Context: an optimization exercise on an open-source flow, tuned for small area and a short achievable clock period. The choices shown serve that exercise and are no tape-out recipe.
Function was checked by simulation only, so behaviour that the tests miss may differ from the original.

Setup of run A:
## ooo_engine
module ooo_engine (
    input  logic         clk,
    input  logic         rst,
    input  logic [1:0]   tr_cnt,
    input  logic [3:0]   tr_op,
    input  logic [13:0]  tr_dst,
    input  logic [13:0]  tr_src1,
    input  logic [13:0]  tr_src2,
    output logic [1:0]   tr_pop,
    output logic [1:0]   rt_valid,
    output logic [31:0]  rt_seq,
    output logic [3:0]   rt_op,
    output logic [13:0]  rt_dst,
    output logic [13:0]  rt_src1,
    output logic [13:0]  rt_src2,
    output logic [287:0] rt_cyc,
    output logic [287:0] rt_dur,
    output logic         done,
    output logic [15:0]  cycles,
    output logic [15:0]  count
);
Settings: LEC_CHECK=0, CAP_MARGIN=20, CORE_MARGIN=2, CORE_UTILIZATION=65, CTS_CLUSTER_DIAMETER=100, CTS_CLUSTER_SIZE=25, SLEW_MARGIN=20; clock period 80.0 ns.
standard.sh (not shown) runs the stock make flow with config.mk's settings and CLKGATE_MAP_FILE= SYNTH_SCRIPT=/design/flow/synth_recipe.tcl, a recipe that flattens the netlist after the stock synthesis.
==> flow/flow/run.sh <==
#!/bin/bash
# Standard ORFS layout (the standard.sh) with two changes: the port
# buffers are the smallest buffer, and repair_timing is asked for a setup
# margin that makes it work on the input-to-output paths. make's full output
# goes to flow_make.log here; each ORFS step also keeps its own log under
# orfs/logs.
set -euo pipefail
bash standard.sh finish \
  "BUFFER_PORTS_ARGS=-buffer_cell sky130_fd_sc_hd__buf_1" \
  SETUP_SLACK_MARGIN=50 > flow_make.log 2>&1
Here is what was changed in the inputs of run B compared with run A.
- CORE_UTILIZATION: 65 -> 50
==> flow/flow/run.sh <==
#!/bin/bash
# Standard ORFS layout (the standard.sh) with three changes: the port
# buffers are the smallest buffer; repair_timing is asked for a setup
# margin that makes it work on the input-to-output paths; and after global
# routing, cells off the critical paths are downsized (RECOVER_POWER).
# make's full output goes to flow_make.log here; each ORFS step also keeps
# its own log under orfs/logs.
set -euo pipefail
bash standard.sh finish \
  "BUFFER_PORTS_ARGS=-buffer_cell sky130_fd_sc_hd__buf_1" \
  SETUP_SLACK_MARGIN=50 RECOVER_POWER=100 > flow_make.log 2>&1
[summary]
Run B ran in full, but the layout does not pass; the checks complain about capacitance limit, slew limit.
Going from run A to run B, length in cells of the worst reg-to-reg path now larger; global-route wire length before repair grew by 2.8%; starting density of the core moved down.
Count of filler cells inserted in the layout came out higher on run B than on run A.
Between run A and run B, the clock latency on the worst-skew pair does not differ in any meaningful way.
Compared with run A, run B instantiates a larger number of standard cells.
Looking at topmost layer with routed signal wires, the met5 result is from run A; the met4 one comes from run B.
Compared run B against run A; net count reported at finish within noise.
Count of instances resized after the clock tree is built on run B is down relative to run A.
Post-synthesis instance total: run A vs run B identical
Comparing number of clock buffer instances in the layout for run B and run A, the bigger number came from run B.
Setup changes, run B to run C
==> flow/flow/run.sh <==
#!/bin/bash
# Standard ORFS layout (the standard.sh) with two changes: the port
# buffers are the smallest buffer, and repair_timing is asked for a setup
# margin that makes it work on the input-to-output paths. make's full output
# goes to flow_make.log here; each ORFS step also keeps its own log under
# orfs/logs.
set -euo pipefail
bash standard.sh finish \
  "BUFFER_PORTS_ARGS=-buffer_cell sky130_fd_sc_hd__buf_1" \
  SETUP_SLACK_MARGIN=50 > flow_make.log 2>&1
[summary]
Run C: done, clean on timing, DRC and antenna
On run C: ratio of cells with drive above 1 in the final layout is 2.8 points higher than what run B gave.
Compared to run B, run C leaves less free space in the core.
Taking run B as the reference, in run C wire length on met1 closely matched the old numbers.
Going from run B to run C, the number of vias after detailed routing was found to have gone up by 284.
Cell area after layout in run C vs run B: up about 0.8%
Run C does better than run B on least setup slack across all paths after layout.
Side by side, worst path arrival time turned out lower in run C than in run B.
Changes observed in run C relative to run B: clock latency on the worst-skew pair closely matched the old numbers, register share of the cell area went down 0.35 points.
Changes in run D relative to run C:
- changing CORE_UTILIZATION from 50 to 65
==> flow/flow/run.sh <==
#!/bin/bash
# Standard ORFS layout (the standard.sh) with three changes: the port
# buffers are the smallest buffer; repair_timing is asked for a setup
# margin that makes it work on the input-to-output paths; and after global
# routing, cells off the critical paths are downsized (RECOVER_POWER).
# make's full output goes to flow_make.log here; each ORFS step also keeps
# its own log under orfs/logs.
set -euo pipefail
bash standard.sh finish \
  "BUFFER_PORTS_ARGS=-buffer_cell sky130_fd_sc_hd__buf_1" \
  SETUP_SLACK_MARGIN=50 RECOVER_POWER=100 > flow_make.log 2>&1
Findings:
Run D -> stages 100% | layout checks FAIL | capacitance limit, slew limit
Between run C and run D, the flow reports fill cell total of the finished layout decreasing by more than a quarter.
Compared with run C, in run D post-layout minimum cycle time rose 0.67 ns; setup slack of the critical path after layout down 0.67 ns; wire length per cell rose 2.5%.

Setup of build 85:
Another version of the RTL of ooo_engine (not shown whole).
Size: ~7100 cells after synthesis, about 1400 flip-flops, about 72000 um2 of cells after synthesis.
==> flow/config.mk <==
export PLATFORM = sky130hd
export DESIGN_NAME = ooo_engine
export DESIGN_NICKNAME = ooo_engine
export VERILOG_FILES = /design/flow/design.v
export SDC_FILE = /design/flow/constraint.sdc
export NUM_CORES = 8
export LEC_CHECK = 0
export CAP_MARGIN = 35
export CORE_MARGIN = 2
export CORE_UTILIZATION = 60
export CTS_CLUSTER_DIAMETER = 100
export CTS_CLUSTER_SIZE = 25
export SLEW_MARGIN = 20
==> flow/constraint.sdc <==
create_clock -name core_clock -period 80.0 [get_ports {clk}]
set_input_delay 16.0000 -clock core_clock [delete_from_list [all_inputs] [get_ports {clk}]]
set_output_delay 16.0000 -clock core_clock [all_outputs]
set_load 0.01 [all_outputs]
==> flow/flow/run.sh <==
#!/bin/bash
# The standard layout (standard.sh) with these changes:
# - synthesis: the standard synthesis with ABC_AREA=1 and flow/area.abc as
#   ABC's area script (ORFS's scripts are copied to myscripts/ with only
#   abc_area.script replaced); the steps before ABC, and so the registers,
#   are unchanged;
# - the port buffers are the smallest buffer;
# - repair_timing is asked for a setup margin that makes it work on the
#   input-to-output paths.
# Each step's full output goes to a log here (flow_synth.log, flow_make.log);
# each ORFS step also keeps its own log under orfs/logs.
set -euo pipefail
rm -rf myscripts
cp -r "$FLOW_HOME/scripts" myscripts
cp flow/area.abc myscripts/abc_area.script
KNOBS=("BUFFER_PORTS_ARGS=-buffer_cell sky130_fd_sc_hd__buf_1" "SETUP_SLACK_MARGIN=50")
bash standard.sh synth "SCRIPTS_DIR=$PWD/myscripts" ABC_AREA=1 "${KNOBS[@]}" > flow_synth.log 2>&1
bash standard.sh finish "${KNOBS[@]}" > flow_make.log 2>&1
==> flow/flow/area.abc <==
strash
dc2
dch -f
map -a
strash
dc2
dch -f
map -a
strash
dch -f
map -a
topo
Build 85 finished all stages; the layout is clean.
The inputs of build 54 differ from those of build 85 as listed below.
==> flow/flow/run.sh <==
#!/bin/bash
# Standard ORFS layout (the standard.sh) with two changes: the port
# buffers are the smallest buffer, and repair_timing is asked for a setup
# margin that makes it work on the input-to-output paths. make's full output
# goes to flow_make.log here; each ORFS step also keeps its own log under
# orfs/logs.
set -euo pipefail
bash standard.sh finish \
  "BUFFER_PORTS_ARGS=-buffer_cell sky130_fd_sc_hd__buf_1" \
  SETUP_SLACK_MARGIN=50 > flow_make.log 2>&1
--- a/flow/config.mk
+++ b/flow/config.mk
@@ -7,3 +7,3 @@
 export LEC_CHECK = 0
-export CAP_MARGIN = 35
+export CAP_MARGIN = 20
 export CORE_MARGIN = 2
removed: flow/flow/area.abc
--- outcome ---
- Cell count, build 54 vs build 85: down by a few percent
- Full die area in build 54 vs build 85: up 7.6%
- Count of buffers not belonging to the clock network in the layout in build 54 is 5.2% lower than in build 85
#### Input delta (build 40 over build 54)
==> flow/flow/run.sh <==
#!/bin/bash
# The standard layout (standard.sh) with these changes:
# - synthesis: the standard synthesis with ABC_AREA=1 and flow/area.abc as
#   ABC's area script (ORFS's scripts are copied to myscripts/ with only
#   abc_area.script replaced); the steps before ABC, and so the registers,
#   are unchanged;
# - the port buffers are the smallest buffer;
# - repair_timing is asked for a setup margin that makes it work on the
#   input-to-output paths.
# Each step's full output goes to a log here (flow_synth.log, flow_make.log);
# each ORFS step also keeps its own log under orfs/logs.
set -euo pipefail
rm -rf myscripts
cp -r "$FLOW_HOME/scripts" myscripts
cp flow/area.abc myscripts/abc_area.script
KNOBS=("BUFFER_PORTS_ARGS=-buffer_cell sky130_fd_sc_hd__buf_1" "SETUP_SLACK_MARGIN=50")
bash standard.sh synth "SCRIPTS_DIR=$PWD/myscripts" ABC_AREA=1 "${KNOBS[@]}" > flow_synth.log 2>&1
bash standard.sh finish "${KNOBS[@]}" > flow_make.log 2>&1
==> flow/flow/area.abc (new file) <==
strash
dc2
dch -f
map -a
strash
dc2
dch -f
map -a
strash
dch -f
map -a
topo
--- a/flow/config.mk
+++ b/flow/config.mk
@@ -7,3 +7,3 @@
 export LEC_CHECK = 0
-export CAP_MARGIN = 20
+export CAP_MARGIN = 50
 export CORE_MARGIN = 2
### Flow results
- Both conditions hold for build 40: the flow ran to the end and the final layout passed the timing, design-rule and antenna checks.
- Summary of build 40 over build 54: non-clock buffer total of the final layout went up about 17%, number of antenna violations at the first check in global routing went up.
- Count of clock-net buffers in the final layout on build 40 is down relative to build 54.

== run 5 ==
Another version of the RTL of ooo_engine (not shown whole).
For scale: ~7700 cells after synthesis, about 1400 flip-flops, roughly 740 I/O pins, roughly 83000 µm² of cells after synthesis.
==> flow/config.mk <==
export PLATFORM = sky130hd
export DESIGN_NAME = ooo_engine
export DESIGN_NICKNAME = ooo_engine
export VERILOG_FILES = /design/flow/design.v
export SDC_FILE = /design/flow/constraint.sdc
export NUM_CORES = 8
export LEC_CHECK = 0
export CAP_MARGIN = 20
export CORE_MARGIN = 2
export CORE_UTILIZATION = 35
export SLEW_MARGIN = 20
==> flow/constraint.sdc <==
create_clock -name core_clock -period 80.0 [get_ports {clk}]
set_input_delay 16.0000 -clock core_clock [delete_from_list [all_inputs] [get_ports {clk}]]
set_output_delay 16.0000 -clock core_clock [all_outputs]
set_load 0.01 [all_outputs]
run.sh (not shown) runs the stock make flow with config.mk's settings and CLKGATE_MAP_FILE= SYNTH_SCRIPT=/design/flow/synth_recipe.tcl, a recipe that flattens the netlist after the stock synthesis.
Stock flow here: none of the scripts above is used.
The following lists how run 2 was set up differently from run 5:
- putting CTS_BUF_LIST at sky130_fd_sc_hd__clkbuf_4 sky130_fd_sc_hd__clkbuf_8 where nothing was set
- swapping 35 for 50 in CORE_UTILIZATION
[summary]
- Run 2 was carried through to the last stage, and its layout satisfied the timing, design-rule and antenna checks.
- Per the comparison of run 2 with run 5, tightest hold margin essentially unchanged, final cell count without fillers decreased 823, pin count of the biggest net entering global routing increased about 2.4%.
- Status: relative area of clock buffers and inverters in the final design parity (run 5, run 2)
- In the tables for run 5 and run 2, final clock period utilization by the worst path reads higher with run 5.
- Run 2 ends up with a layout-stage area growth over the synthesis result that is 1.6 points lower than in run 5.
- The slack of the worst reg-to-reg path number comes out lower for run 2 vs run 5.
- Status: clock input transition at the sequential cells of the worst setup and hold paths parity (run 5, run 2)
- Sort run 5 and run 2 by cell area reported after detailed placement, ascending, and run 2 comes first.
- STATUS final area: run 2 wins against run 5
- The run showing the smaller first-pass GRT wire length is run 2.

[port drivers added, routing unchanged]
No port has a modelled driver above. Below, the same layouts with a new extraction and two added sets of constraints. Step 1 (the two cells are an assumption about what drives the block):
set clk [get_ports {clk}]
set_driving_cell -lib_cell sky130_fd_sc_hd__clkbuf_16 $clk
set_driving_cell -lib_cell sky130_fd_sc_hd__buf_2 [delete_from_list [all_inputs] $clk]
Step 2 also shifts input and output timing later by t, the mid clock arrival at the registers, as if the neighbouring blocks saw the same clock. Slacks: ideal / step 1 / step 2; pairs: ideal / step 1.
run	t, ns	setup slack, ns	hold slack, ns
run A	0.788	47.224 / 47.113 / 47.113	0.448 / 0.448 / 0.448
run B	0.806	46.638 / 46.532 / 46.532	0.430 / 0.430 / 0.430
run C	0.805	47.250 / 47.142 / 47.142	0.430 / 0.430 / 0.430
run D	0.788	46.578 / 46.487 / 46.487	0.446 / 0.446 / 0.446
build 85	0.790	47.113 / 47.061 / 47.061	0.412 / 0.412 / 0.412
build 54	0.803	47.078 / 47.012 / 47.012	0.416 / 0.416 / 0.416
build 40	0.790	47.127 / 47.063 / 47.063	0.401 / 0.401 / 0.401
run 5	0.898	45.465 / 45.441 / 45.441	0.471 / 0.471 / 0.471
run 2	1.067	45.825 / 45.800 / 45.800	0.469 / 0.469 / 0.469
The setup slack of run A, which loses most, moves by -0.111 ns with the drivers and by -0.111 ns with both steps.
